Context: an optimization exercise on an open-source flow, tuned for a short achievable clock period and few clock cycles. The choices shown serve that exercise and are no tape-out recipe.
Function was checked by simulation only, so behaviour that the tests miss may differ from the original.
Power is estimated from default activity; no workload was simulated.

File: flow/run.sh
#!/bin/bash
# synth_recipe.tcl (not shown) runs the flow's synth.tcl, then flattens the netlist and writes it again
# the make line also repeats each setting of config.mk as NAME=value (left out here)
make -C /OpenROAD-flow-scripts/flow DESIGN_CONFIG=/design/flow/config.mk WORK_HOME=/design/flow/orfs CLKGATE_MAP_FILE= SYNTH_SCRIPT=/design/flow/synth_recipe.tcl finish
File: flow/config.mk
export PLATFORM = sky130hd
export DESIGN_NAME = belt_core
export DESIGN_NICKNAME = belt_core
export VERILOG_FILES = /design/flow/design.v
export SDC_FILE = /design/flow/constraint.sdc
export NUM_CORES = 4
export LEC_CHECK = 0
export CAP_MARGIN = 20
export CORE_MARGIN = 2
export CORE_UTILIZATION = 30
export PLACE_DENSITY = 0.5
export SETUP_SLACK_MARGIN = 5
export SLEW_MARGIN = 20
File: flow/constraint.sdc
create_clock -name core_clock -period 10.0 [get_ports {clk}]
set_input_delay 2.0000 -clock core_clock [delete_from_list [all_inputs] [get_ports {clk}]]
set_output_delay 2.0000 -clock core_clock [all_outputs]
set_load 0.01 [all_outputs]
File: flow/design.v
module belt_core (
    input  wire        clk,
    input  wire        rst,
    output wire        mem_req,
    output wire        mem_we,
    output wire [15:0] mem_addr,
    output wire [15:0] mem_wdata,
    input  wire        mem_ready,
    input  wire [15:0] mem_rdata,
    output wire        halted,
    output wire [1:0]  result,
    output wire [15:0] pc_o,
    output wire [15:0] sp_o
);
    localparam NE = 4;
    localparam EW = 2;                       
    localparam [2:0] K_IDLE  = 3'd0,
                     K_FETCH = 3'd1,
                     K_DRD   = 3'd2,         
                     K_DWR   = 3'd3,         
                     K_RA    = 3'd4,         
                     K_RRD   = 3'd5,         
                     K_FLW   = 3'd6;         
    localparam [2:0] ST_RUN  = 3'd0,
                     ST_RET  = 3'd1,         
                     ST_HFL  = 3'd2,         
                     ST_HALT = 3'd3;
    reg [2:0]  st;
    reg [1:0]  res_code;
    reg        req_r, we_r;
    reg [2:0]  kind;
    reg [15:0] addr_r, wdata_r;
    reg [15:0] sp, fa;
    reg [15:0] belt [0:15];
    localparam QD = 5;
    reg [15:0] qw [0:QD-1];
    reg [2:0]  qn;
    wire [15:0] q0 = qw[0];
    wire [15:0] q1 = qw[1];
    reg [15:0] dpc;
    reg        xv;                           
    reg        xs;                           
    reg [15:0] xir, xk, xpc, xnpc;           
    reg [15:0] xr, yr;                       
    reg        xc_alu, xc_mul, xc_div, xc_ld, xc_st, xc_br, xc_jx, xc_call,
               xc_ret, xc_retd, xc_halt, xc_pop, xc_push, xc_nop;
    reg [15:0]   ent   [0:NE*16-1];          
    reg [15:0]   ebase [0:NE-1];
    reg [11:0]   ebhm1 [0:NE-1];             
    reg [15:0]   dlt   [0:NE-1];             
    reg [3:0]    rfl   [0:NE-1];             
    reg [NE-1:0] evalid, edirty;
    reg [EW-1:0] eage  [0:NE-1];
    reg [15:0]   era   [0:NE-1];             
    reg [NE-1:0] era_v;
    reg          lw_v;                       
    reg [15:0]   lw_addr, lw_data;
    reg [NE-1:0] confv_r;                    
    reg          fl_act;
    reg [EW-1:0] fl_e;
    reg [3:0]    fl_j;
    reg          rp_v;
    reg [2:0]    rp_kind;
    reg [15:0]   rp_addr;
    reg          ret_hit;
    reg [EW-1:0] ret_e;
    reg [3:0]    ret_n;
    reg [3:0]    rcnt;
    reg        mul_busy, mul_b2;
    reg [15:0] mx, my;
    reg [63:0] mrows;
    reg        div_busy;
    reg [2:0]  dcnt;
    reg [15:0] dq, dy, dr;
    reg [17:0] d3;                           
    assign mem_req   = req_r;
    assign mem_we    = we_r;
    assign mem_addr  = addr_r;
    assign mem_wdata = wdata_r;
    assign halted    = (st == ST_HALT);
    assign result    = res_code;
    assign pc_o      = xpc;
    assign sp_o      = sp;
    integer i, e;
    reg [NE*16-1:0] base_p;
    reg [NE*12-1:0] bhm1_p;
    always @* for (e = 0; e < NE; e = e + 1) begin
        base_p[e*16 +: 16] = ebase[e];
        bhm1_p[e*12 +: 12] = ebhm1[e];
    end
    function [NE-1:0] dirty_at;
        input [15:0]      a;
        input             w;
        input [NE-1:0]    dirty;
        input [NE*16-1:0] bases;
        input [NE*12-1:0] bm1s;
        integer           n;
        reg   [15:0]      b;
        reg   [11:0]      bm1;
        begin
            for (n = 0; n < NE; n = n + 1) begin
                b   = bases[n*16 +: 16];
                bm1 = bm1s[n*12 +: 12];
                dirty_at[n] = dirty[n] &
                    (((a[15:4] == b[15:4]) && (a[3:0] <= b[3:0])) ||
                     ((a[15:4] == bm1)     && ((a[3:0] > b[3:0]) || (w && a[3:0] == b[3:0]))));
            end
        end
    endfunction
    function [3:0] dflags;                   
        input [15:0] d;
        begin
            dflags[0] = (d == 16'd0);
            dflags[1] = (d != 16'd0) && ((d[15:4] == 12'd0) ||
                                         ((d[15:4] == 12'hFFF) && (d[3:0] != 4'd0)));
            dflags[2] = (d == 16'd16);
            dflags[3] = (d[15:4] == 12'hFFF);        
        end
    endfunction
    wire          adv   = ~req_r | mem_ready;         
    wire          rd_k  = (kind == K_DRD) | (kind == K_RA) | (kind == K_RRD);
    wire [NE-1:0] confv = confv_r;                    
    wire          cf    = req_r & rd_k & (|confv);
    wire          done  = req_r & mem_ready & ~cf;
    wire          fdone = req_r & mem_ready & (kind == K_FETCH);
    reg [EW-1:0] conf_e;
    always @* begin
        conf_e = 0;
        for (e = NE - 1; e >= 0; e = e - 1)
            if (confv[e]) conf_e = e[EW-1:0];
    end
    reg [NE-1:0] c_exact, c_ovl, c_free, r_hit, c_era_clob;
    always @* begin
        for (e = 0; e < NE; e = e + 1) begin
            c_exact[e]    = evalid[e] & rfl[e][0];
            c_ovl[e]      = evalid[e] & rfl[e][1];
            c_free[e]     = ~evalid[e] | (c_ovl[e] & ~edirty[e]);
            r_hit[e]      = evalid[e] & rfl[e][2];
            c_era_clob[e] = rfl[e][3];
        end
    end
    reg [EW-1:0] exact_i, free_i, ovld_i, victim_i, hit_i;
    always @* begin
        exact_i = 0; free_i = 0; ovld_i = 0; victim_i = 0; hit_i = 0;
        for (e = NE - 1; e >= 0; e = e - 1) begin
            if (c_exact[e])              exact_i  = e[EW-1:0];
            if (c_free[e])               free_i   = e[EW-1:0];
            if (c_ovl[e] & edirty[e])    ovld_i   = e[EW-1:0];
            if (eage[e] == NE - 1)       victim_i = e[EW-1:0];
            if (r_hit[e])                hit_i    = e[EW-1:0];
        end
    end
    wire          any_ovld = |(c_ovl & edirty);
    wire          any_ex   = |c_exact;
    wire          any_free = |c_free;
    wire          call_fl  = any_ovld | (~any_ex & ~any_free & edirty[victim_i]);
    wire [EW-1:0] call_fle = any_ovld ? ovld_i : victim_i;
    wire [EW-1:0] call_tgt = any_ex ? exact_i : any_free ? free_i : victim_i;
    wire          ret_fast = (|r_hit) & era_v[hit_i];
    wire [3:0] x_fq = xir[3:0];
    wire [15:0] alu;
    wire        br_taken;
    belt_alu u_alu (.ir(xir), .xr(xr), .yr(yr), .xk(xk), .alu(alu), .br_taken(br_taken));
    wire [15:0] spp1 = sp + 16'd1;
    wire [15:0] spm1 = sp - 16'd1;
    wire [15:0] sp17 = sp + 16'd17;
    wire [15:0] st_addr = xc_push ? sp : yr;
    wire [15:0] st_off  = st_addr - xnpc;
    wire        st_smc  = (st_off[15:4] == 12'd0);
    wire x_pt = xc_ld | xc_st | xc_ret | xc_call | xc_br | xc_jx | xc_halt | xc_div;
    wire x_ok = xv & (st == ST_RUN) & ~fl_act & (adv | ~x_pt);
    wire x_ld_wait = xc_ld & xs;                            
    wire x_go      = x_ok & ~xs & ~(xc_call & call_fl) & ~(xc_ret & req_r & (kind == K_DWR)) &
                     ~(xc_div & (yr == 16'd0));
    wire x_callfl  = x_ok & adv & xc_call & call_fl & ~(req_r & (kind == K_DWR));
    wire x_halt    = x_ok & (xc_halt | (xc_div & ~xs & (yr == 16'd0)));
    wire ld_done   = done & (kind == K_DRD);
    wire mul_done  = mul_b2;
    wire div_done  = div_busy & (dcnt == 3'd0);
    wire x_fin = xv & ((x_go & (xc_alu | xc_st | xc_br | xc_jx | xc_call | xc_ret | xc_nop)) |
                       (xc_ld & ld_done) | (xc_mul & mul_done) | (xc_div & div_done));
    wire x_free = ~xv | x_fin;
    wire       x_brt   = x_go & xc_br & br_taken;
    wire       x_retf  = x_go & xc_ret & ret_fast & ~xc_retd;
    wire       x_rest  = x_go & xc_ret & ret_fast;        
    wire       x_smc   = x_go & xc_st & st_smc;
    wire       x_redir = x_brt | (x_go & xc_jx) | x_retf | x_smc;
    wire [15:0] x_T    = xc_br ? xk : xc_jx ? xr : xc_ret ? era[hit_i] : xnpc;
    wire [3:0] mn = q0[15:12];
    wire [3:0] sb = q0[11:8];
    wire [3:0] fp = q0[7:4];
    wire [3:0] fq = q0[3:0];
    reg dv;
    always @* begin
        case (mn)
            4'd1:    dv = (sb < 4'd3)  && (fq == 4'd0);
            4'd2:    dv = (sb < 4'd4)  && (fp == 4'd0) && (fq == 4'd0);
            4'd3:    dv = (sb < 4'd3);
            4'd4:    dv = (sb < 4'd10);
            4'd5:    dv = (sb < 4'd3);
            4'd6:    dv = (sb < 4'd3)  && (fq == 4'd0);
            4'd7:    dv = (sb < 4'd3)  && (fp == 4'd0) && (fq == 4'd0);
            default: dv = 1'b0;
        endcase
    end
    wire d_two  = dv & ((mn == 4'd1) | (mn == 4'd2) | (mn == 4'd5));
    wire k_av   = (qn >= 3'd2) | fdone;
    wire [15:0] k = (qn >= 3'd2) ? q1 : mem_rdata;
    wire [15:0] dpc1 = dpc + 16'd1;
    wire [15:0] dpc2 = dpc + 16'd2;
    wire d_jk   = dv & (mn == 4'd2) & (sb[1]);                  
    wire dc_alu  = dv & ((mn == 4'd1) | ((mn == 4'd2) & (sb == 4'd1)) |
                         ((mn == 4'd3) & (sb != 4'd2)) |
                         ((mn == 4'd4) & (sb != 4'd2) & (sb != 4'd3) & (sb != 4'd9)));
    wire dc_mul  = dv & (mn == 4'd4) & (sb == 4'd2);
    wire dc_div  = dv & (mn == 4'd4) & (sb == 4'd3);
    wire dc_pop  = dv & (mn == 4'd7) & (sb == 4'd1);
    wire dc_ld   = dv & (((mn == 4'd2) & (sb == 4'd0)) | ((mn == 4'd6) & (sb == 4'd0)) | dc_pop);
    wire dc_push = dv & (mn == 4'd6) & (sb == 4'd2);
    wire dc_st   = dv & (((mn == 4'd4) & (sb == 4'd9)) | dc_push);
    wire dc_br   = dv & (mn == 4'd5);
    wire dc_jx   = dv & (mn == 4'd6) & (sb == 4'd1);
    wire dc_call = dv & (mn == 4'd2) & (sb == 4'd2);
    wire dc_ret  = dv & (mn == 4'd3) & (sb == 4'd2);
    wire dc_nop  = dv & (((mn == 4'd2) & (sb == 4'd3)) | ((mn == 4'd7) & (sb == 4'd0)));
    wire dc_halt = ~dv | ((mn == 4'd7) & (sb == 4'd2));
    wire [NE-1:0] stalev = dirty_at(dpc, 1'b1, edirty, base_p, bhm1_p);
    reg  [EW-1:0] stale_e;
    always @* begin
        stale_e = 0;
        for (e = NE - 1; e >= 0; e = e - 1)
            if (stalev[e]) stale_e = e[EW-1:0];
    end
    wire d_ok    = (st == ST_RUN) & ~fl_act & adv & (qn != 3'd0);
    wire d_stale = d_ok & (|stalev);
    wire [11:0] sphm1  = sp[15:4] - 12'd1;
    wire        d_newfr = ((dpc[15:4] == sp[15:4]) && (dpc[3:0] <= sp[3:0])) ||
                          ((dpc[15:4] == sphm1) && (dpc[3:0] >= sp[3:0]));
    wire d_quiet = ~xv | (x_fin & (xc_alu | xc_mul | xc_div | xc_nop | xc_br | xc_ld));
    wire d_retf  = dc_ret & ret_fast & d_quiet & ~(req_r & (kind == K_DWR));
    wire d_go    = d_ok & ~(|stalev) & x_free & ~x_redir & ~(x_go & xc_ret) &
                   ~(x_go & xc_call & d_newfr) & (~d_two | k_av);
    wire d_stl_fl = d_stale & ~xv & ~(req_r & (kind == K_DWR));
    wire [15:0] prod, d_q;
    wire x_push_now = x_go & xc_alu;
    reg [15:0] pv;
    reg        do_push;
    always @* begin
        do_push = 1'b1;
        pv = alu;
        if (x_push_now)    pv = alu;
        else if (ld_done)  pv = mem_rdata;
        else if (mul_done) pv = prod;
        else if (div_done) pv = d_q;
        else               do_push = 1'b0;
    end
    wire [3:0]  fpm = fp - 4'd1;
    wire [3:0]  fqm = fq - 4'd1;
    wire [15:0] xr_n = do_push ? ((fp == 4'd0) ? pv : belt[fpm]) : belt[fp];
    wire [15:0] yr_n = do_push ? ((fq == 4'd0) ? pv : belt[fqm]) : belt[fq];
    wire [63:0] m1_rows;
    belt_mul1 u_mul1 (.mx(mx), .my(my), .rows(m1_rows));
    belt_mul2 u_mul2 (.mrows(mrows), .prod(prod));
    reg [3:0] d_lz;
    always @* begin
        d_lz = 4'd15;
        for (i = 0; i < 16; i = i + 1)
            if (yr[i]) d_lz = 4'd15 - i[3:0];
    end
    wire [2:0]  d_cyc = d_lz[3:1];                          
    wire [31:0] d_ini = {16'd0, xr} << {~d_lz[3:1], 1'b0};  
    wire [17:0] d_3y;
    belt_ks17 u_3y (.a({1'b0, yr}), .b({yr, 1'b0}), .cin(1'b0), .s(d_3y));
    wire [1:0]  d_dig;
    wire [15:0] d_r2;
    belt_div4 u_div4 (.dr(dr), .qb(dq[15:14]), .dy(dy), .d3(d3), .dig(d_dig), .rem(d_r2));
    assign d_q = {dq[13:0], d_dig};
    wire [1:0]  cons  = d_go ? (d_two ? 2'd2 : 2'd1) : 2'd0;
    wire [2:0]  avail = qn + {2'b0, fdone};
    reg [15:0] qw_c [0:3*QD-1];               
    integer c;
    always @* begin
        for (c = 0; c < 3; c = c + 1)
            for (i = 0; i < QD; i = i + 1) begin
                qw_c[c*QD+i] = mem_rdata;
                if (i + c < QD && i + c < qn)
                    qw_c[c*QD+i] = qw[i + c];
            end
    end
    reg [15:0] qw_n [0:QD-1];
    always @* begin
        for (i = 0; i < QD; i = i + 1)
            qw_n[i] = (cons == 2'd2) ? qw_c[2*QD+i] : (cons == 2'd1) ? qw_c[QD+i] : qw_c[i];
    end
    wire fl_last       = fl_act & done & (fl_j == 4'd15);
    wire fl_start_conf = ~fl_act & cf & mem_ready;
    wire fl_start_call = x_callfl;
    wire fl_start_hfl  = (st == ST_HFL) & ~fl_act & (|edirty);
    wire [NE-1:0] dirty_rest = edirty & ~({{(NE-1){1'b0}}, 1'b1} << fl_e);
    reg  [EW-1:0] hfl_e, rest_e;
    always @* begin
        hfl_e = 0; rest_e = 0;
        for (e = NE - 1; e >= 0; e = e - 1) begin
            if (edirty[e])     hfl_e  = e[EW-1:0];
            if (dirty_rest[e]) rest_e = e[EW-1:0];
        end
    end
    wire fl_chain = fl_last & (st == ST_HFL) & (|dirty_rest);
    wire fl_any   = fl_start_conf | d_stl_fl | fl_start_call | fl_start_hfl | fl_chain;
    wire [15:0] rs_pc = xv ? xnpc : dpc;
    wire ret_rrd_done = (st == ST_RET) & done & (kind == K_RRD);
    wire ret_ra_done  = (st == ST_RET) & done & (kind == K_RA);
    wire [4:0] ret_pos = {1'b0, rcnt} + {1'b0, ret_n};
    wire d_redir = d_go & (d_jk | d_retf);
    wire [15:0] T = x_redir ? x_T : fl_any ? rs_pc : d_retf ? era[hit_i] : k;
    wire redir  = x_redir | fl_any | d_redir;
    wire qdrop  = redir | (x_go & xc_ret & ~xc_retd);
    wire [2:0] qm2 = qn - 3'd2, qm1 = qn - 3'd1, qp1 = qn + 3'd1;
    reg  [2:0] qn_s;
    always @* begin
        case ({fdone, cons})
            {1'b0, 2'd0}, {1'b1, 2'd1}: qn_s = qn;
            {1'b0, 2'd1}, {1'b1, 2'd2}: qn_s = qm1;
            {1'b0, 2'd2}:               qn_s = qm2;
            default:                    qn_s = qp1;
        endcase
    end
    wire [2:0] qn_n = qdrop ? 3'd0 : qn_s;
    wire [15:0] fseq  = (req_r && kind == K_FETCH) ? addr_r + 16'd1 : fa;
    wire [15:0] fnext = redir ? T : fseq;
    wire        lwc_now  = done && kind == K_DWR;
    wire [15:0] lw_off   = sp - lw_addr;
    wire [15:0] st_off2  = sp - addr_r;
    wire        lw_in_fr = (lw_off[15:4] == 12'd0);       
    wire        st_in_fr = (st_off2[15:4] == 12'd0);
    wire [15:0] lwc_data = lwc_now ? wdata_r : lw_data;
    reg        x_acc;
    reg [2:0]  x_kind;
    reg [15:0] x_addr;
    always @* begin
        x_acc = 1'b0; x_kind = K_DRD; x_addr = xr;
        if (xc_ld) begin
            x_acc = 1'b1; x_kind = K_DRD;
            x_addr = (xir[15:12] == 4'd2) ? xk : xc_pop ? spp1 : xr;
        end else if (xc_st) begin
            x_acc = 1'b1; x_kind = K_DWR; x_addr = st_addr;
        end else if (xc_ret && !ret_fast) begin
            x_acc = 1'b1;
            if (|r_hit) begin x_kind = K_RA;  x_addr = sp17; end
            else        begin x_kind = K_RRD; x_addr = spp1; end
        end
    end
    reg          n_req, n_we;
    reg [2:0]    n_kind;
    reg [15:0]   n_addr, n_wdata;
    reg          n_halt;
    reg          n_rpdone;
    reg [EW-1:0] n_fle;
    reg          n_flstart;
    reg [NE-1:0] n_confv;
    wire [NE-1:0] x_confv   = dirty_at(x_addr, 1'b0, edirty, base_p, bhm1_p);
    wire [15:0]   addr_r1   = addr_r + 16'd1;
    wire [NE-1:0] rrd_confv = dirty_at(addr_r1, 1'b0, edirty, base_p, bhm1_p);
    always @* begin
        n_req = 1'b0; n_we = 1'b0; n_kind = K_IDLE; n_addr = fnext; n_wdata = wdata_r;
        n_halt = 1'b0; n_rpdone = 1'b0; n_fle = fl_e; n_flstart = 1'b0; n_confv = {NE{1'b0}};
        if (fl_act && !fl_last) begin
            n_req = 1'b1; n_we = 1'b1; n_kind = K_FLW;
            n_addr = addr_r + 16'd1; n_wdata = ent[{fl_e, fl_j + 4'd1}];
        end else if (fl_any) begin
            n_flstart = 1'b1;
            n_fle = fl_start_conf ? conf_e : d_stl_fl ? stale_e :
                    fl_start_call ? call_fle : fl_chain ? rest_e : hfl_e;
            n_req = 1'b1; n_we = 1'b1; n_kind = K_FLW;
            n_addr = ebase[n_fle] - 16'd15; n_wdata = ent[{n_fle, 4'd0}];
        end else if (st == ST_HFL) begin
            n_halt = 1'b1;
        end else if (fl_last && rp_v) begin
            n_rpdone = 1'b1;
            n_req = 1'b1; n_kind = rp_kind; n_addr = rp_addr;
        end else if (x_go & x_acc) begin
            n_req = 1'b1; n_we = (x_kind == K_DWR); n_kind = x_kind;
            n_addr = x_addr; n_wdata = xr;
            n_confv = (x_kind == K_DWR) ? {NE{1'b0}} : x_confv;
        end else if (ret_rrd_done) begin
            n_req = 1'b1; n_kind = (rcnt == 4'd15) ? K_RA : K_RRD;
            n_addr = addr_r + 16'd1;
            n_confv = rrd_confv;
        end else if (ret_ra_done) begin
            n_req = 1'b1; n_kind = K_FETCH; n_addr = mem_rdata;
        end else if ((st == ST_RUN) && !x_halt && !(x_go & xc_ret & !ret_fast) &&
                     (qdrop | (qn <= 3'd3) | ((qn == 3'd4) & ~fdone))) begin
            n_req = 1'b1; n_kind = K_FETCH; n_addr = fnext;
        end
    end
    reg [15:0] d_m1 [0:NE-1], d_p1 [0:NE-1], d_m16 [0:NE-1], d_p17 [0:NE-1];
    reg [3:0]  f_m1 [0:NE-1], f_p1 [0:NE-1], f_m16 [0:NE-1], f_p17 [0:NE-1];
    always @* begin
        for (e = 0; e < NE; e = e + 1) begin
            d_m1[e]  = dlt[e] + 16'd1;
            d_p1[e]  = dlt[e] - 16'd1;
            d_m16[e] = dlt[e] + 16'd16;
            d_p17[e] = dlt[e] - 16'd17;
            f_m1[e]  = dflags(d_m1[e]);
            f_p1[e]  = dflags(d_p1[e]);
            f_m16[e] = dflags(d_m16[e]);
            f_p17[e] = dflags(d_p17[e]);
        end
    end
    wire x_call = x_go & xc_call;
    wire dsp_m1  = x_go & xc_push;
    wire dsp_p1  = x_go & xc_pop;
    wire dsp_m16 = x_call;
    wire dsp_p17 = x_rest | ret_ra_done;
    always @(posedge clk) begin
        if (rst) begin
            st       <= ST_RUN;
            res_code <= 2'd0;
            req_r    <= 1'b1;
            we_r     <= 1'b0;
            kind     <= K_FETCH;
            addr_r   <= 16'h0000;
            wdata_r  <= 16'h0000;
            sp       <= 16'hFFFF;
            fa       <= 16'h0000;
            confv_r  <= {NE{1'b0}};
            dpc      <= 16'h0000;
            qn       <= 3'd0;
            xv       <= 1'b0;
            xs       <= 1'b0;
            xpc      <= 16'h0000;
            evalid   <= {NE{1'b0}};
            edirty   <= {NE{1'b0}};
            era_v    <= {NE{1'b0}};
            lw_v     <= 1'b0;
            for (e = 0; e < NE; e = e + 1)
                eage[e] <= e[EW-1:0];
            fl_act   <= 1'b0;
            fl_e     <= 0;
            fl_j     <= 4'd0;
            rp_v     <= 1'b0;
            ret_hit  <= 1'b0;
            mul_busy <= 1'b0;
            mul_b2   <= 1'b0;
            div_busy <= 1'b0;
            for (i = 0; i < 16; i = i + 1)
                belt[i] <= 16'h0000;
        end else begin
            if (do_push) begin
                for (i = 15; i > 0; i = i - 1)
                    belt[i] <= belt[i-1];
                belt[0] <= pv;
            end else if (ret_rrd_done) begin
                if (!ret_pos[4])
                    belt[ret_pos[3:0]] <= mem_rdata;
            end else if (ret_ra_done && ret_hit) begin
                for (i = 0; i < 16; i = i + 1)
                    if (i >= ret_n)
                        belt[i] <= ent[{ret_e, 4'd0} + i - ret_n];
            end else if (x_rest) begin
                for (i = 0; i < 16; i = i + 1)
                    if (i >= x_fq)
                        belt[i] <= ent[{hit_i, 4'd0} + i - x_fq];
            end
            if (d_go) begin
                xv      <= 1'b1;
                xs      <= 1'b0;
                xir     <= q0;
                xk      <= k;
                xpc     <= dpc;
                xnpc    <= d_jk ? k : d_two ? dpc2 : dpc1;
                xr      <= xr_n;
                yr      <= yr_n;
                xc_alu  <= dc_alu;
                xc_mul  <= dc_mul;
                xc_div  <= dc_div;
                xc_ld   <= dc_ld;
                xc_st   <= dc_st;
                xc_br   <= dc_br;
                xc_jx   <= dc_jx;
                xc_call <= dc_call;
                xc_ret  <= dc_ret;
                xc_retd <= d_retf;
                xc_halt <= dc_halt;
                xc_pop  <= dc_pop;
                xc_push <= dc_push;
                xc_nop  <= dc_nop;
            end else if (x_fin) begin
                xv <= 1'b0;
            end else if (x_go & (xc_ld | xc_mul | xc_div)) begin
                xs <= 1'b1;
            end
            if (x_go & xc_mul) begin
                mul_busy <= 1'b1; mx <= xr; my <= yr;
            end else
                mul_busy <= 1'b0;
            mul_b2 <= mul_busy;
            if (mul_busy) mrows <= m1_rows;
            if (x_go & xc_div) begin
                div_busy <= 1'b1; dy <= yr; d3 <= d_3y[17:0];
                dr <= d_ini[31:16]; dq <= d_ini[15:0]; dcnt <= d_cyc;
            end else if (div_busy) begin
                dq <= d_q; dr <= d_r2; dcnt <= dcnt - 3'd1;
                if (dcnt == 3'd0) div_busy <= 1'b0;
            end
            if (adv) begin
                qn <= qn_n;
                for (i = 0; i < QD; i = i + 1)
                    qw[i] <= qw_n[i];
                if (redir)
                    dpc <= T;
                else if (d_go)
                    dpc <= d_two ? dpc2 : dpc1;
            end
            if (dsp_m1)  sp <= spm1;
            if (dsp_p1)  sp <= spp1;
            if (dsp_m16) sp <= sp - 16'd16;
            if (dsp_p17) sp <= sp17;
            for (e = 0; e < NE; e = e + 1) begin
                if (dsp_m1)  begin dlt[e] <= d_m1[e];  rfl[e] <= f_m1[e];  end
                if (dsp_p1)  begin dlt[e] <= d_p1[e];  rfl[e] <= f_p1[e];  end
                if (dsp_m16) begin dlt[e] <= d_m16[e]; rfl[e] <= f_m16[e]; end
                if (dsp_p17) begin dlt[e] <= d_p17[e]; rfl[e] <= f_p17[e]; end
            end
            if (x_halt) begin
                res_code <= (xc_div & (yr == 16'd0)) ? 2'd3 : 2'd2;
                st       <= ST_HFL;
            end
            if (x_go & xc_ret & ~ret_fast) begin
                st      <= ST_RET;
                ret_hit <= |r_hit;
                ret_e   <= hit_i;
                ret_n   <= x_fq;
                rcnt    <= 4'd0;
            end
            if (ret_rrd_done) rcnt <= rcnt + 4'd1;
            if (ret_ra_done) begin
                st  <= ST_RUN;
                dpc <= mem_rdata;
            end
            if (done && kind == K_DWR) begin
                lw_v <= 1'b1; lw_addr <= addr_r; lw_data <= wdata_r;
                for (e = 0; e < NE; e = e + 1) begin
                    if (evalid[e] && ((ebase[e] - addr_r) & 16'hFFF0) == 16'd0)
                        ent[{e[EW-1:0], ~(ebase[e][3:0] - addr_r[3:0])}] <= wdata_r;
                    if (ebase[e] + 16'd1 == addr_r) begin
                        era[e] <= wdata_r; era_v[e] <= 1'b1;
                    end
                end
            end
            if (x_call) begin
                if (lwc_now ? st_in_fr : lw_in_fr) lw_v <= 1'b0;
                for (e = 0; e < NE; e = e + 1) begin
                    if (c_ovl[e] && !edirty[e]) evalid[e] <= 1'b0;
                    if (c_era_clob[e]) era_v[e] <= 1'b0;
                end
                for (i = 0; i < 16; i = i + 1)
                    ent[{call_tgt, 4'd0} + i] <= belt[i];
                ebase[call_tgt]  <= sp;
                ebhm1[call_tgt]  <= sp[15:4] - 12'd1;
                dlt[call_tgt]    <= 16'd16;
                rfl[call_tgt]    <= 4'b0100;
                evalid[call_tgt] <= 1'b1;
                edirty[call_tgt] <= 1'b1;
                era[call_tgt]    <= lwc_data;
                era_v[call_tgt]  <= lwc_now ? (addr_r == spp1) : (lw_v && (lw_addr == spp1));
            end
            if (x_call | (x_go & xc_ret & (|r_hit))) begin
                for (e = 0; e < NE; e = e + 1) begin
                    if (e[EW-1:0] == (x_call ? call_tgt : hit_i))
                        eage[e] <= 0;
                    else if (eage[e] < eage[x_call ? call_tgt : hit_i])
                        eage[e] <= eage[e] + 1'b1;
                end
            end
            if (fl_last) edirty[fl_e] <= 1'b0;
            if (adv) begin
                req_r   <= n_req;
                we_r    <= n_we;
                kind    <= n_kind;
                addr_r  <= n_addr;
                wdata_r <= n_wdata;
                confv_r <= n_confv;
                fa      <= fnext;
                if (n_halt) st <= ST_HALT;
                if (fl_last) fl_act <= 1'b0;
                if (n_rpdone) rp_v <= 1'b0;
                if (fl_act && !fl_last) fl_j <= fl_j + 4'd1;
                if (n_flstart) begin
                    fl_act <= 1'b1;
                    fl_j   <= 4'd0;
                    fl_e   <= n_fle;
                end
                if (fl_start_conf) begin
                    rp_v    <= 1'b1;
                    rp_kind <= kind;
                    rp_addr <= addr_r;
                end
            end
        end
    end
endmodule
module belt_ks17 (
    input  wire [16:0] a,
    input  wire [16:0] b,
    input  wire        cin,
    output wire [17:0] s
);
    function [17:0] ksadd;
        input [16:0] a, b;
        input        cin;
        reg   [16:0] gg, pp, g2, p2, pr;
        integer      n, d;
        begin
            pr = a ^ b;
            gg = a & b;
            pp = pr;
            gg[0] = gg[0] | (pp[0] & cin);
            for (d = 1; d < 17; d = d * 2) begin
                g2 = gg; p2 = pp;
                for (n = d; n < 17; n = n + 1) begin
                    g2[n] = gg[n] | (pp[n] & gg[n-d]);
                    p2[n] = pp[n] & pp[n-d];
                end
                gg = g2; pp = p2;
            end
            ksadd[0] = pr[0] ^ cin;
            for (n = 1; n < 17; n = n + 1)
                ksadd[n] = pr[n] ^ gg[n-1];
            ksadd[17] = gg[16];
        end
    endfunction
    assign s = ksadd(a, b, cin);
endmodule
module belt_ks19 (
    input  wire [18:0] a,
    input  wire [18:0] b,
    input  wire        cin,
    output wire [19:0] s
);
    function [19:0] ksadd19;
        input [18:0] a, b;
        input        cin;
        reg   [18:0] gg, pp, g2, p2, pr;
        integer      n, d;
        begin
            pr = a ^ b;
            gg = a & b;
            pp = pr;
            gg[0] = gg[0] | (pp[0] & cin);
            for (d = 1; d < 19; d = d * 2) begin
                g2 = gg; p2 = pp;
                for (n = d; n < 19; n = n + 1) begin
                    g2[n] = gg[n] | (pp[n] & gg[n-d]);
                    p2[n] = pp[n] & pp[n-d];
                end
                gg = g2; pp = p2;
            end
            ksadd19[0] = pr[0] ^ cin;
            for (n = 1; n < 19; n = n + 1)
                ksadd19[n] = pr[n] ^ gg[n-1];
            ksadd19[19] = gg[18];
        end
    endfunction
    assign s = ksadd19(a, b, cin);
endmodule
module belt_alu (
    input  wire [15:0] ir,
    input  wire [15:0] xr,
    input  wire [15:0] yr,
    input  wire [15:0] xk,
    output reg  [15:0] alu,
    output reg         br_taken
);
    wire [3:0] x_sb = ir[11:8];
    wire [3:0] x_fq = ir[3:0];
    wire [17:0] a_add, a_sub;
    belt_ks17 u_add (.a({1'b0, xr}), .b({1'b0, yr}), .cin(1'b0), .s(a_add));
    belt_ks17 u_sub (.a({1'b0, xr}), .b({1'b1, ~yr}), .cin(1'b1), .s(a_sub));    
    wire        x_eq_y = (xr == yr);
    always @* begin
        case (ir[15:12])
            4'd1: case (x_sb)
                      4'd0:    alu = xr & xk;
                      4'd1:    alu = xr | xk;
                      default: alu = xr ^ xk;
                  endcase
            4'd2: alu = xk;
            4'd3: alu = (x_sb == 4'd0) ? (xr << x_fq) : (xr >> x_fq);
            default: case (x_sb)
                      4'd0:    alu = a_add[15:0];
                      4'd1:    alu = a_sub[15:0];
                      4'd4:    alu = xr & yr;
                      4'd5:    alu = xr | yr;
                      4'd6:    alu = xr ^ yr;
                      4'd7:    alu = xr << yr[3:0];
                      default: alu = xr >> yr[3:0];
                  endcase
        endcase
    end
    always @* begin
        case (x_sb)
            4'd0:    br_taken = ~a_sub[17];
            4'd1:    br_taken = ~a_sub[17] | x_eq_y;
            default: br_taken = x_eq_y;
        endcase
    end
endmodule
module belt_div4 (
    input  wire [15:0] dr,
    input  wire [1:0]  qb,
    input  wire [15:0] dy,
    input  wire [17:0] d3,
    output wire [1:0]  dig,
    output wire [15:0] rem
);
    wire [18:0] d_sh = {1'b0, dr, qb};
    wire [19:0] d_t1, d_t2, d_t3;
    belt_ks19 u_t1 (.a(d_sh), .b(~{3'b0, dy}),       .cin(1'b1), .s(d_t1));
    belt_ks19 u_t2 (.a(d_sh), .b(~{2'b0, dy, 1'b0}), .cin(1'b1), .s(d_t2));
    belt_ks19 u_t3 (.a(d_sh), .b(~{1'b0, d3}),       .cin(1'b1), .s(d_t3));
    assign dig = d_t3[19] ? 2'd3 : d_t2[19] ? 2'd2 : d_t1[19] ? 2'd1 : 2'd0;
    assign rem = d_t3[19] ? d_t3[15:0] : d_t2[19] ? d_t2[15:0] :
                 d_t1[19] ? d_t1[15:0] : d_sh[15:0];
endmodule
module belt_mul1 (
    input  wire [15:0] mx,
    input  wire [15:0] my,
    output wire [63:0] rows
);
    wire [15:0] mpp0 = my[0] ? (mx << 0) : 16'd0;
    wire [15:0] mpp1 = my[1] ? (mx << 1) : 16'd0;
    wire [15:0] mpp2 = my[2] ? (mx << 2) : 16'd0;
    wire [15:0] mpp3 = my[3] ? (mx << 3) : 16'd0;
    wire [15:0] mpp4 = my[4] ? (mx << 4) : 16'd0;
    wire [15:0] mpp5 = my[5] ? (mx << 5) : 16'd0;
    wire [15:0] mpp6 = my[6] ? (mx << 6) : 16'd0;
    wire [15:0] mpp7 = my[7] ? (mx << 7) : 16'd0;
    wire [15:0] mpp8 = my[8] ? (mx << 8) : 16'd0;
    wire [15:0] mpp9 = my[9] ? (mx << 9) : 16'd0;
    wire [15:0] mpp10 = my[10] ? (mx << 10) : 16'd0;
    wire [15:0] mpp11 = my[11] ? (mx << 11) : 16'd0;
    wire [15:0] mpp12 = my[12] ? (mx << 12) : 16'd0;
    wire [15:0] mpp13 = my[13] ? (mx << 13) : 16'd0;
    wire [15:0] mpp14 = my[14] ? (mx << 14) : 16'd0;
    wire [15:0] mpp15 = my[15] ? (mx << 15) : 16'd0;
    wire [15:0] mca0_0s = mpp0 ^ mpp1 ^ mpp2;
    wire [15:0] mca0_0c_m = (mpp0 & mpp1) | (mpp0 & mpp2) | (mpp1 & mpp2);
    wire [15:0] mca0_0c = {mca0_0c_m[14:0], 1'b0};
    wire [15:0] mca0_1s = mpp3 ^ mpp4 ^ mpp5;
    wire [15:0] mca0_1c_m = (mpp3 & mpp4) | (mpp3 & mpp5) | (mpp4 & mpp5);
    wire [15:0] mca0_1c = {mca0_1c_m[14:0], 1'b0};
    wire [15:0] mca0_2s = mpp6 ^ mpp7 ^ mpp8;
    wire [15:0] mca0_2c_m = (mpp6 & mpp7) | (mpp6 & mpp8) | (mpp7 & mpp8);
    wire [15:0] mca0_2c = {mca0_2c_m[14:0], 1'b0};
    wire [15:0] mca0_3s = mpp9 ^ mpp10 ^ mpp11;
    wire [15:0] mca0_3c_m = (mpp9 & mpp10) | (mpp9 & mpp11) | (mpp10 & mpp11);
    wire [15:0] mca0_3c = {mca0_3c_m[14:0], 1'b0};
    wire [15:0] mca0_4s = mpp12 ^ mpp13 ^ mpp14;
    wire [15:0] mca0_4c_m = (mpp12 & mpp13) | (mpp12 & mpp14) | (mpp13 & mpp14);
    wire [15:0] mca0_4c = {mca0_4c_m[14:0], 1'b0};
    wire [15:0] mca1_0s = mca0_0s ^ mca0_0c ^ mca0_1s;
    wire [15:0] mca1_0c_m = (mca0_0s & mca0_0c) | (mca0_0s & mca0_1s) | (mca0_0c & mca0_1s);
    wire [15:0] mca1_0c = {mca1_0c_m[14:0], 1'b0};
    wire [15:0] mca1_1s = mca0_1c ^ mca0_2s ^ mca0_2c;
    wire [15:0] mca1_1c_m = (mca0_1c & mca0_2s) | (mca0_1c & mca0_2c) | (mca0_2s & mca0_2c);
    wire [15:0] mca1_1c = {mca1_1c_m[14:0], 1'b0};
    wire [15:0] mca1_2s = mca0_3s ^ mca0_3c ^ mca0_4s;
    wire [15:0] mca1_2c_m = (mca0_3s & mca0_3c) | (mca0_3s & mca0_4s) | (mca0_3c & mca0_4s);
    wire [15:0] mca1_2c = {mca1_2c_m[14:0], 1'b0};
    wire [15:0] mca2_0s = mca1_0s ^ mca1_0c ^ mca1_1s;
    wire [15:0] mca2_0c_m = (mca1_0s & mca1_0c) | (mca1_0s & mca1_1s) | (mca1_0c & mca1_1s);
    wire [15:0] mca2_0c = {mca2_0c_m[14:0], 1'b0};
    wire [15:0] mca2_1s = mca1_1c ^ mca1_2s ^ mca1_2c;
    wire [15:0] mca2_1c_m = (mca1_1c & mca1_2s) | (mca1_1c & mca1_2c) | (mca1_2s & mca1_2c);
    wire [15:0] mca2_1c = {mca2_1c_m[14:0], 1'b0};
    wire [15:0] mca3_0s = mca2_0s ^ mca2_0c ^ mca2_1s;
    wire [15:0] mca3_0c_m = (mca2_0s & mca2_0c) | (mca2_0s & mca2_1s) | (mca2_0c & mca2_1s);
    wire [15:0] mca3_0c = {mca3_0c_m[14:0], 1'b0};
    wire [15:0] mca3_1s = mca2_1c ^ mca0_4c ^ mpp15;
    wire [15:0] mca3_1c_m = (mca2_1c & mca0_4c) | (mca2_1c & mpp15) | (mca0_4c & mpp15);
    wire [15:0] mca3_1c = {mca3_1c_m[14:0], 1'b0};
    assign rows = {mca3_1c, mca3_1s, mca3_0c, mca3_0s};
endmodule
module belt_mul2 (
    input  wire [63:0] mrows,
    output wire [15:0] prod
);
    wire [15:0] mrow0 = mrows[15:0];
    wire [15:0] mrow1 = mrows[31:16];
    wire [15:0] mrow2 = mrows[47:32];
    wire [15:0] mrow3 = mrows[63:48];
    wire [15:0] mcb0_0s = mrow0 ^ mrow1 ^ mrow2;
    wire [15:0] mcb0_0c_m = (mrow0 & mrow1) | (mrow0 & mrow2) | (mrow1 & mrow2);
    wire [15:0] mcb0_0c = {mcb0_0c_m[14:0], 1'b0};
    wire [15:0] mcb1_0s = mcb0_0s ^ mcb0_0c ^ mrow3;
    wire [15:0] mcb1_0c_m = (mcb0_0s & mcb0_0c) | (mcb0_0s & mrow3) | (mcb0_0c & mrow3);
    wire [15:0] mcb1_0c = {mcb1_0c_m[14:0], 1'b0};
    wire [15:0] m2_s = mcb1_0s;
    wire [15:0] m2_c = mcb1_0c;
    wire [17:0] prod_s;
    belt_ks17 u_fin (.a({1'b0, m2_s}), .b({1'b0, m2_c}), .cin(1'b0), .s(prod_s));
    assign prod = prod_s[15:0];
endmodule
==> results.json <==
{
  "port-buffer-count": 87,
  "syn_area_per_cell_um2": 11.4,
  "whs_ps": 448,
  "dr.pass1.iters": 9,
  "switching_share_pct": 43.9,
  "viasPerCell": 7.45,
  "setup_violations": 0,
  "final-seq-area_mm2": 0.0595,
  "io_pins": 88,
  "p_comb_share_pct": 44.7,
  "setup_slack_ps": 4700,
  "synth.top_cell.area_share_pct": 33.4,
  "grt_max_degree": 118,
  "synth_fp_nets": 22000,
  "ir_worst_vdd_mv": 0.150,
  "critical_path_arrival_ps": 6250,
  "cp-end-kind": "register",
  "critPathBufInv": 4,
  "synth_area_leaders": "mux4_2 (33%), edfxtp_1 (22%), mux2i_1 (8.1%)",
  "multi_input_area_mm2": 0.178,
  "rows": 330,
  "numCtsBuffers": 276,
  "path_cells": "bufinv_8, buf_8, ha_1, a21oi_1, xnor2_2, buf_4, buf_6, mux4_2, mux2i_1, nand2_1, o21ai_0, a221o_1",
  "grt_pass1_vias": 210000,
  "root_buffer": "clkbuf_16",
  "ys_async_sr_fraction_pct": 0,
  "hold_viol_final": 0,
  "ys.flop_type": "edfxtp_1",
  "p_leak_nw": 104,
  "drcViolationCount": 0,
  "coreArea_mm2": 0.808,
  "die_h_um": 905,
  "drt_first_iter_violations": 45600,
  "p_per_area_mw_per_mm2": 145,
  "drt_wl_total_um": 1640000,
  "place_ws_ps": 1580,
  "cap_violations": 0,
  "synthDistinctLibCells": 113,
  "fill_cells": 80000,
  "antenna_found_initial": 217,
  "r2r_end": "belt[6][14]",
  "synth_common_cells": "mux4_2 (3610), mux2i_1 (1970), edfxtp_1 (1821), nand2_1 (1685), clkbuf_1 (1625)",
  "grtUsageTotal_pct": 38.1,
  "final.min_clock_period_ps": 5300,
  "fin_setup_tns_ps": 0,
  "status": "no timing/DRC/antenna violations",
  "period_share_pct": 53.0,
  "clock_skew_ps": 167,
  "dieArea_mm2": 0.819,
  "ctsHoldBuffers": 0,
  "synth_edf_count": 1821,
  "reg2reg_depth": 12,
  "hold_depth": 2,
  "critical-path-top-delay-family": "buffers and inverters",
  "worst_pin_slew_ps": 1290,
  "critPathMaxStageDelay_ps": 620,
  "grt_pass1_wl_um": 2100000,
  "gp_congestion": 1.07,
  "path_clk_slew_ps": 70,
  "syn_inst": 21400,
  "post-dp-hpwl_um": 1150000,
  "power.switching_w": 0.0176,
  "htreeDepth": 5,
  "slew_violations": 0,
  "nNetsFinal": 21200,
  "synth_top_area_cell": "mux4_2",
  "maxSlewHeadroom_pct": 13.7,
  "min-delay-start": "fa[3]",
  "hp-class": "register to register",
  "ant_nets": 0,
  "clock_sinks": 2057,
  "worst_ep_required_time_ps": 10960,
  "worst_path_max_delay_cell": "edfxtp_1",
  "p_seq_share_pct": 28.4,
  "yosysWarningCount": 17,
  "startpoint_type": "register",
  "via_count": 237000,
  "start_util_pct": 30.1,
  "whs_endpoint": "fa[3]",
  "drive_gt1_share_pct": 31.6,
  "clk_path_buf_depth": 4,
  "yosysSeqAreaShare_pct": 24.4,
  "yosysMostFrequentCell": "mux4_2",
  "path_max_fanout": 19,
  "r2r_setup_slack_ps": 4700,
  "gr-total-overflow": 0,
  "p_clk_share_pct": 26.9,
  "syn2layout_area_growth_pct": 13.9,
  "r2r-start": "xir[3]",
  "syn_area_mm2": 0.243,
  "clock_latency_ps": 1140,
  "cts_tree": "yes",
  "rsz0062_at_grt": "true",
  "ys_seq_elements": 2057,
  "crit_type": "register to register",
  "power.total_w": 0.0401,
  "die_w_um": 905,
  "max_clock_freq_mhz": 189,
  "wl_per_cell_um": 51.5,
  "internal-power_w": 0.0225
}
## repair_timing
action | 4_1_cts | 5_1_grt
resized for setup | 599 | 312
endpoints found under the setup margin | 3345 | 1663
gates cloned | 24 | 17
buffers inserted | 160 | 120
pin swaps | 57 | 49
## per-stage QoR
step | util, % | instances | area (µm²)
after global placement | 32.1 | 30800 | 260000
after global routing | 34.2 | 31700 | 277000
after floorplan | - | 21400 | 244000
after detailed placement | 32.2 | 30800 | 260000
final | 34.3 | 31900 | 277000
after CTS | 33.9 | 31500 | 274000
## cell families after synthesis
group | Yosys count | share of synthesized area (%)
AOI/OAI and AO/OA | 4569 | 12.7
xor gates and xnor gates | 902 | 3.24
adders and majority gates | 567 | 3.20
buffers and inverters | 2909 | 4.53
DFF | 2057 | 24.4
muxes | 6107 | 43.9
and+or+nand+nor | 4279 | 8.02
## flip-flops by register name (all words and copies together), names as in the netlist, 34 cells and up, named ones only
signal and count:
ent 1024, belt 256, qw 80, dlt 64, ebase 64, era 64
ebhm1 48, mrows 34
## metal layers
layer	GRT usage, %	wire length (µm)	up-vias
met5	1.28	2350	-
met4	33.0	180000	106
met3	19.0	263000	6295
met2	51.0	642000	24400
met1	44.8	556000	122000
li1	-	-	84500
## layout by cell type (no fill, tap or decap), types with 81 or more instances in the layout
cell type  instances
dfxtp_1          209
a31oi_1          163
diode_2          238
xnor2_1          471
xnor2_2           81
o21a_1           110
buf_6            124
buf_12           169
o211ai_1         207
mux2i_1         1938
inv_1            429
nand3_1          235
a21o_1          1142
nand2_1         1641
a211oi_1         230
fa_1              92
and2_1           185
nor2_1          1060
xor2_1           330
edfxtp_1        1821
nor4_1           112
mux4_2          3610
clkbuf_16        303
nor3_1           243
mux2_2           523
a21oi_1          824
nor2b_1          113
nand4_1          109
buf_4            886
a22oi_1           87
ha_1             450
a221o_1           98
o221ai_1          89
o21ai_0          770
## power by group through the flow
stage          clock [W]  combinational [W]  sequential, W
2_1_floorplan          0             0.0105         0.0104
3_3_place_gp           0             0.0163         0.0114
3_5_place_dp           0             0.0163         0.0114
4_1_cts           0.0107             0.0167         0.0112
5_1_grt           0.0109             0.0181         0.0113
6_report          0.0108             0.0179         0.0114
## how the worst max path moves through the flow
stage / startpoint / endpoint / slack (ps) / cells after the start
3_3_place_gp: mem_ready / belt[11][15] / 1520 / 13
2_1_floorplan: mem_ready / xc_alu / 3480 / 10
6_report: xir[3] / belt[6][14] / 4700 / 12
5_1_grt: xir[0] / belt[0][10] / 4880 / 13
3_5_place_dp: mem_ready / rfl[3][2] / 1580 / 14
4_1_cts: ret_n[2] / belt[1][0] / 4780 / 11
## tightest hold or removal path, stage by stage (launching register included)
cell     delay [ps]
dfxtp_1         310
nand2_1          50
nand2_1          40
## final cells by class
type	count	area share (%)
clock inverter	162	0.615
inverter	472	0.700
timing repair buffer	1379	5.33
multi-input combinational	16400	64.2
clock buffer	339	2.67
tap	10800	4.87
sequential	2057	21.5
timing repair inverter	1	0.00181
antenna	238	0.215
Testbench counts, summed over its fixed seeds: cycles 120,066.

==> separate check: timing with driven ports <==
How much do the figures lean on ideal ports? The routed layout below was timed once more, with nothing changed but the port constraints. Step 1: set_driving_cell puts a clkbuf_16 on clk and a buf_2 on each other input, an assumption about the parent block. Step 2 also shifts input and output timing later by t, the mid clock arrival at the registers, as if the neighbouring blocks saw the same clock. a / b / c = ideal / step 1 / step 2; a / b = the first two.
t, ns: 1.197
setup slack, ns: 4.704 / 4.704 / 3.647
worst setup path after step 2: input to register
worst register clock-pin slew, ns: 0.08 / 0.08
cell pins on the clock port's net: 1
After both steps setup and hold are still met in this run. The setup slack of this run moves by 0.000 ns with the drivers and by -1.057 ns with both steps.
